This is an optimization exercise on Yosys and OpenROAD, whose aim is small area, a short achievable clock period and few clock cycles per item, not a production implementation. Only simulation tests tie the RTL to the original design; equivalence was not proved.

### design.v
module affine_perm_engine (
    input  wire        clk,
    input  wire        rst,
    input  wire        start,
    input  wire [1:0]  mode,       
    input  wire [15:0] width,
    input  wire [15:0] height,
    input  wire [15:0] key_a,
    input  wire [15:0] key_b,
    input  wire [15:0] key_c,
    input  wire [15:0] key_d,
    input  wire [15:0] key_tx,
    input  wire [15:0] key_ty,
    output wire        ready,
    output wire        out_valid,
    input  wire        out_ready,
    output wire [23:0] out_tgt,
    output wire        out_drop,
    output wire        done,
    output wire        key_err,
    output wire [15:0] detn,
    output wire [15:0] detinv,
    output wire [24:0] dropped
);
    localparam MODE_FWD = 2'b00;
    localparam MODE_REV = 2'b01;
    localparam S_IDLE   = 3'd0;
    localparam S_MAC    = 3'd1;
    localparam S_DIV    = 3'd2;
    localparam S_SEARCH = 3'd3;
    localparam S_OUT    = 3'd4;
    localparam S_DONE   = 3'd5;
    localparam OP_DET  = 4'd0;    
    localparam OP_INV0 = 4'd1;    
    localparam OP_INV1 = 4'd2;    
    localparam OP_INV2 = 4'd3;    
    localparam OP_INV3 = 4'd4;    
    localparam OP_FX   = 4'd5;    
    localparam OP_FY   = 4'd6;    
    localparam OP_RAX  = 4'd7;    
    localparam OP_RAY  = 4'd8;    
    localparam OP_RX   = 4'd9;    
    localparam OP_RY   = 4'd10;   
    localparam OP_TGT  = 4'd11;   
    reg [2:0]  state;
    reg [3:0]  op;
    reg [1:0]  mode_r;
    reg [15:0] x, y;              
    reg signed [17:0] px, py;     
    reg signed [17:0] ax, ay;     
    reg [15:0] inv0, inv1, inv2, inv3;
    reg [15:0] detn_r, detinv_r;
    reg        key_err_r;
    reg [24:0] dropped_r;
    reg signed [25:0] tgt;
    reg [15:0] srch_i;
    reg [16:0] srch_acc;
    reg [35:0] dv_q;              
    reg [16:0] dv_rem;
    reg        dv_neg;
    reg [5:0]  dv_cnt;
    wire signed [17:0] sa  = {{2{key_a[15]}},  key_a};
    wire signed [17:0] sb  = {{2{key_b[15]}},  key_b};
    wire signed [17:0] sc  = {{2{key_c[15]}},  key_c};
    wire signed [17:0] sd  = {{2{key_d[15]}},  key_d};
    wire signed [17:0] stx = {{2{key_tx[15]}}, key_tx};
    wire signed [17:0] sty = {{2{key_ty[15]}}, key_ty};
    wire signed [17:0] sx  = {2'b00, x};
    wire signed [17:0] sy  = {2'b00, y};
    wire signed [17:0] sw  = {2'b00, width};
    wire signed [17:0] sv  = {2'b00, detinv_r};
    reg signed [17:0] mA, mB, mC, mD, mE;
    always @(*) begin
        mA = 18'sd0; mB = 18'sd0; mC = 18'sd0; mD = 18'sd0; mE = 18'sd0;
        case (op)
            OP_DET:  begin mA = sa; mB = sd; mC = -sb; mD = sc; end
            OP_INV0: begin mA = sv; mB = sd; end
            OP_INV1: begin mA = sv; mB = -sb; end
            OP_INV2: begin mA = sv; mB = -sc; end
            OP_INV3: begin mA = sv; mB = sa; end
            OP_FX:   begin mA = sa; mB = sx; mC = sb; mD = sy; mE = stx; end
            OP_FY:   begin mA = sc; mB = sx; mC = sd; mD = sy; mE = sty; end
            OP_RAX:  begin mE = sx - stx; end
            OP_RAY:  begin mE = sy - sty; end
            OP_RX:   begin mA = {2'b00, inv0}; mB = ax; mC = {2'b00, inv1}; mD = ay; end
            OP_RY:   begin mA = {2'b00, inv2}; mB = ax; mC = {2'b00, inv3}; mD = ay; end
            OP_TGT:  begin mE = px; mC = py; mD = sw; end
            default: ;
        endcase
    end
    wire signed [36:0] mac = mA * mB + mC * mD + mE;
    wire        div_by_h = (op == OP_FY) || (op == OP_RAY) || (op == OP_RY);
    wire        use_emod = (op <= OP_INV3) || (op == OP_RX) || (op == OP_RY);
    wire [15:0] divisor  = div_by_h ? height : width;
    wire [16:0] dv_sh   = {dv_rem[15:0], dv_q[35]};
    wire        dv_ge   = dv_sh >= {1'b0, divisor};
    wire [16:0] dv_next = dv_ge ? dv_sh - {1'b0, divisor} : dv_sh;
    wire signed [17:0] rem_s  = {1'b0, dv_rem};
    wire signed [17:0] tmod_r = dv_neg ? -rem_s : rem_s;
    wire signed [17:0] emod_r = (dv_neg && dv_rem != 17'd0) ? ({2'b00, divisor} - rem_s) : rem_s;
    wire signed [17:0] div_res = use_emod ? emod_r : tmod_r;
    wire last_index = (x == width - 16'd1) && (y == height - 16'd1);
    wire tgt_drop   = (mode_r == MODE_FWD) && tgt[25];
    always @(posedge clk) begin
        if (rst) begin
            state     <= S_IDLE;
            op        <= OP_DET;
            mode_r    <= 2'b00;
            key_err_r <= 1'b0;
            dropped_r <= 25'd0;
            detn_r    <= 16'd0;
            detinv_r  <= 16'd0;
        end else begin
            case (state)
                S_IDLE: begin
                    if (start) begin
                        mode_r    <= mode;
                        key_err_r <= 1'b0;
                        dropped_r <= 25'd0;
                        x         <= 16'd0;
                        y         <= 16'd0;
                        if (mode == MODE_FWD) begin
                            op <= OP_FX;
                        end else begin
                            op <= OP_DET;
                        end
                        state <= S_MAC;
                    end
                end
                S_MAC: begin
                    if (op == OP_TGT) begin
                        tgt   <= mac[25:0];
                        state <= S_OUT;
                    end else begin
                        dv_q   <= mac[36] ? -mac[35:0] : mac[35:0];
                        dv_neg <= mac[36];
                        dv_rem <= 17'd0;
                        dv_cnt <= 6'd36;
                        state  <= S_DIV;
                    end
                end
                S_DIV: begin
                    if (dv_cnt != 6'd0) begin
                        dv_rem <= dv_next;
                        dv_q   <= {dv_q[34:0], 1'b0};
                        dv_cnt <= dv_cnt - 6'd1;
                    end else begin
                        state <= S_MAC;
                        case (op)
                            OP_DET: begin
                                detn_r   <= div_res[15:0];
                                srch_i   <= 16'd1;
                                srch_acc <= {1'b0, div_res[15:0]};
                                state    <= S_SEARCH;
                            end
                            OP_INV0: begin inv0 <= div_res[15:0]; op <= OP_INV1; end
                            OP_INV1: begin inv1 <= div_res[15:0]; op <= OP_INV2; end
                            OP_INV2: begin inv2 <= div_res[15:0]; op <= OP_INV3; end
                            OP_INV3: begin inv3 <= div_res[15:0]; op <= OP_RAX;  end
                            OP_FX:   begin px <= div_res; op <= OP_FY;  end
                            OP_FY:   begin py <= div_res; op <= OP_TGT; end
                            OP_RAX:  begin ax <= div_res; op <= OP_RAY; end
                            OP_RAY:  begin ay <= div_res; op <= OP_RX;  end
                            OP_RX:   begin px <= div_res; op <= OP_RY;  end
                            OP_RY:   begin py <= div_res; op <= OP_TGT; end
                            default: state <= S_IDLE;
                        endcase
                    end
                end
                S_SEARCH: begin
                    if (srch_i >= width) begin
                        key_err_r <= 1'b1;
                        detinv_r  <= 16'd0;
                        state     <= S_DONE;
                    end else if (srch_acc == 17'd1) begin
                        detinv_r <= srch_i;
                        if (mode_r == MODE_REV) begin
                            op    <= OP_INV0;
                            state <= S_MAC;
                        end else begin
                            state <= S_DONE;
                        end
                    end else begin
                        srch_i <= srch_i + 16'd1;
                        if (srch_acc + {1'b0, detn_r} >= {1'b0, width})
                            srch_acc <= srch_acc + {1'b0, detn_r} - {1'b0, width};
                        else
                            srch_acc <= srch_acc + {1'b0, detn_r};
                    end
                end
                S_OUT: begin
                    if (out_ready) begin
                        if (tgt_drop)
                            dropped_r <= dropped_r + 25'd1;
                        if (last_index) begin
                            state <= S_DONE;
                        end else begin
                            if (x == width - 16'd1) begin
                                x <= 16'd0;
                                y <= y + 16'd1;
                            end else begin
                                x <= x + 16'd1;
                            end
                            op    <= (mode_r == MODE_FWD) ? OP_FX : OP_RAX;
                            state <= S_MAC;
                        end
                    end
                end
                S_DONE: begin
                    state <= S_IDLE;
                end
                default: state <= S_IDLE;
            endcase
        end
    end
    assign ready     = (state == S_IDLE);
    assign out_valid = (state == S_OUT);
    assign out_tgt   = tgt[23:0];
    assign out_drop  = tgt_drop;
    assign done      = (state == S_DONE);
    assign key_err   = key_err_r;
    assign detn      = detn_r;
    assign detinv    = detinv_r;
    assign dropped   = dropped_r;
endmodule
### run.sh
#!/bin/bash
# synth_recipe.tcl (not shown) runs the flow's synth.tcl, then flattens the netlist and writes it again
# the make line also repeats each setting of config.mk as NAME=value (left out here)
make -C /OpenROAD-flow-scripts/flow DESIGN_CONFIG=/design/flow/config.mk WORK_HOME=/design/flow/orfs CLKGATE_MAP_FILE= SYNTH_SCRIPT=/design/flow/synth_recipe.tcl finish
### config.mk
export PLATFORM = sky130hd
export DESIGN_NAME = affine_perm_engine
export DESIGN_NICKNAME = affine_perm_engine
export VERILOG_FILES = /design/flow/design.v
export SDC_FILE = /design/flow/constraint.sdc
export NUM_CORES = 4
export LEC_CHECK = 0
export CAP_MARGIN = 20
export CORE_MARGIN = 2
export CORE_UTILIZATION = 40
export PLACE_DENSITY = 0.6
export SLEW_MARGIN = 20
### constraint.sdc
create_clock -name core_clock -period 13.5 [get_ports {clk}]
set_input_delay 2.7000 -clock core_clock [delete_from_list [all_inputs] [get_ports {clk}]]
set_output_delay 2.7000 -clock core_clock [all_outputs]
set_load 0.01 [all_outputs]
==> impl_metrics.ini <==
[grt]
grt_max_degree = 59
track_usage_pct = 28.12
grt_overflow = 0
grt_antenna_before_repair = 6
grt_pass1_vias = 40670
grt_pass1_wl_mm = 262.1

[routing]
drcViolationCount = 0
vias_per_cell = 5.635
postRouteAntennaNets = 0
drt_wl_total_mm = 176.5
vias = 40100
wl_per_cell_um = 24.81
drt_iter0_drc = 3682
drt_first_pass_iters = 8

[synthesis]
ys_seq_elements = 353
synthAdderAreaFrac_pct = 37.83
synthSimpleGateAreaFrac_pct = 15.06
synth_warnings = 1
syn_area_um2 = 48660
synth-seq-area-share_pct = 20.40
synth-edff-count = 286
synth_compound_area_share_pct = 11.24
synth_mux_area_share_pct = 1.414
synth_top_family_by_area = adder cells
syn-mean-instance-area_um2 = 9.234
synth_cells = 5270
synthDistinctLibCells = 92
async_flop_share_pct = 0
syn_nets = 6426
synth_flop_cell = edfxtp_1
synth_xor_area_share_pct = 4.859

[final_layout]
syn2layout_area_growth_pct = 12.82
drive_gt1_share_pct = 6.489
nets = 6623

[setup_path]
rr_worst_depth = 29
crit_family = adder cells
cp-start-kind = primary input
slowest_delay_ns = 0.69
critPathMaxFanout = 8
critical_path_cell_count = 30
cp_num_buf_inv = 4
crit_type = in -> reg
required_ns = 13.85
end_kind = flop
crit_top_cell = fa_1
slowest_stage = or4_1
arrival_ns = 13.13

[floorplan]
die_w_um = 352.8
initial_core_util_pct = 40.46
coreArea_um2 = 120300
fp.dieH_um = 352.8
io_pins = 220
placementRows = 127
die_area_um2 = 124500

[cts]
cts.reportedPaths.clkPinSlew_ns = 0.06
cts_resized = 0
hold_buffers = 0
htreeDepth = 2
numCtsBuffers = 44
cts_root_buf = clkbuf_16
clk_latency_ns = 0.66
clockBufferDepth = 3
cts_sinks = 353
cts_tree = done
postCtsSetupRepairBufs = 0

[timing]
min_period_ns = 12.78
skew_ns = 0.06370
max_freq_mhz = 78.24
fin_crit_sh_pct = 94.68
setup_viol = 0
tightest_slew_ns = 1.184
setup_tns_ns = 0
whs_ns = 0.4812
hold_violations = 0
slew_headroom_pct = 21.05
slew_viol_final = 0
rsz0062_at_grt = false

[job]
drv_cap = 0

[placed_design]
globalplace.congestion = 0.9865
io_buffers = 219
dp_hpwl_mm = 146.4

[hold_path]
hp-class = reg -> reg
hold_depth = 2

[outcome]
status = complete, no violations
worst reg2reg max path: cells and delay by family, from the launching register on:
| kind | cells | cell delay (ns) |
|---|---|---|
| flip-flops | 1 | 0.77 |
| adder cells (fa/ha/maj) | 9 | 4.46 |
| buffers and inverters | 4 | 0.57 |
| AND/OR/NAND/NOR | 10 | 2.95 |
| AO/OA/AOI/OAI | 5 | 2.34 |
| XOR/XNOR | 1 | 0.22 |
cells in the final DEF, fill, tap and decap left out, drive strengths merged, types with 19 or more instances in the layout:
master,synthesis,routed
nor4,35,35
fa,749,749
nand2,528,528
nand4,20,20
a31oi,21,21
o21ai,117,117
xor2,89,89
a211oi,19,19
nand2b,62,62
nor2,577,577
nor2b,26,26
ha,273,273
edfxtp,286,286
or3,45,45
and3,39,39
buf,54,167
xnor2,181,181
inv,924,928
nand3,84,84
a222oi,37,37
clkdlybuf4s50,0,218
a221o,34,34
or2,39,39
a221oi,43,43
o211ai,19,19
and2,31,31
dfxtp,67,67
a22oi,77,77
nor3,84,84
clkbuf,180,56
a21oi,190,190
mux2i,53,53
a21o,63,63
metal layers:
metal  wire [µm]  vias up  track usage [%]
met4       11160        8            14.61
met2       78010     2013            44.03
met1       70580    20030            36.76
li1            -    17610                -
met3       16730      441            5.871
met5          55        -                0
flip-flops by register name (all words and copies together), names as in the netlist, 4 cells and up:
register / count
ax: 18
ay: 18
detinv_r: 16
detn_r: 16
dropped_r: 25
dv_cnt: 6
dv_q: 36
dv_rem: 17
inv0: 16
inv1: 16
inv2: 16
inv3: 16
op: 4
px: 18
py: 18
srch_acc: 17
srch_i: 16
tgt: 25
x: 16
y: 16
Yosys cell counts (all sizes together) (43+ instances only):
master | count | area share, %
nand2 | 528 | 4.1
a221oi | 43 | 0.80
fa | 749 | 31
ha | 273 | 7.0
xnor2 | 181 | 3.3
a22oi | 77 | 1.2
o21ai | 117 | 1.2
buf | 54 | 0.66
nand3 | 84 | 0.86
a21oi | 190 | 2.0
clkbuf | 180 | 1.4
mux2i | 53 | 1.1
edfxtp | 286 | 18
nand2b | 62 | 0.80
xor2 | 89 | 1.6
or3 | 45 | 0.58
nor2 | 577 | 4.5
nor3 | 84 | 0.87
inv | 924 | 7.1
dfxtp | 67 | 2.8
a21o | 63 | 0.97
cell type report:
class / count / area (µm²)
fillers: 11580 / 65380
multi-input cells: 3757 / 34510
flip-flops and latches: 353 / 9930
inverters: 926 / 3476
repair buffers: 385 / 3453
well taps: 1612 / 2017
clock buffers: 56 / 1156
clock inverters: 25 / 357.8
diodes: 1 / 2.502
logic make-up (layout without fill, tap and decap cells):
logic type               Yosys count  after routing
buffers and inverters           1160           1392
multiplexers                      66             66
flip-flops                       353            353
XOR/XNOR                         270            270
AO/OA/AOI/OAI                    777            777
adder cells (fa/ha/maj)         1022           1022
other                              0              1
AND/OR/NAND/NOR                 1622           1622
final timing paths:
check	start	endpoint	slack, ns
worst max-delay path	key_c[6]	dv_q[35]	0.72
worst min-delay path	detn_r[14]	detn_r[14]	0.48
worst max register to register	op[2]	dv_q[35]	1.87
worst min register to register	detn_r[14]	detn_r[14]	0.48
stage by stage:
stage	instances	setup WS [ns]	util, %	area (µm²)
2_1_floorplan	5270	1.357	-	48660
3_3_place_gp	7031	0.3694	44.36	53360
3_5_place_dp	7033	0.2485	44.38	53390
4_1_cts	7114	0.8762	45.64	54900
5_1_grt	7114	0.2861	45.64	54900
6_report	7115	0.7184	45.64	54910
Testbench counts, summed over its fixed seeds: cycles 2,274,748, indices 21,815.

-- port drivers added, routing unchanged --
The flow's constraints put no driver on any port. The routed layout listed below was extracted and timed again, unchanged, in two steps. Step 1 sets driving cells, clkbuf_16 on the clock port and buf_2 on the other inputs (assumed; they add their load-dependent delay and slew). Step 2 times the ports against the registers' clock, not the clock port: input delays grow and output delays shrink by t, the midpoint of the rising clock arrivals with the driver on. a / b / c = ideal ports / drivers / drivers and shift; a / b = the first two.
t, ns: 0.697
slack for setup (ns): 0.718 / 0.760 / 0.063
worst setup path after step 2: input to register
worst slew at a driven data input, ns: 0.20
After both steps setup and hold are still met in this run. For this run, drivers alone change the setup slack by +0.042 ns; drivers and shift together by -0.655 ns.
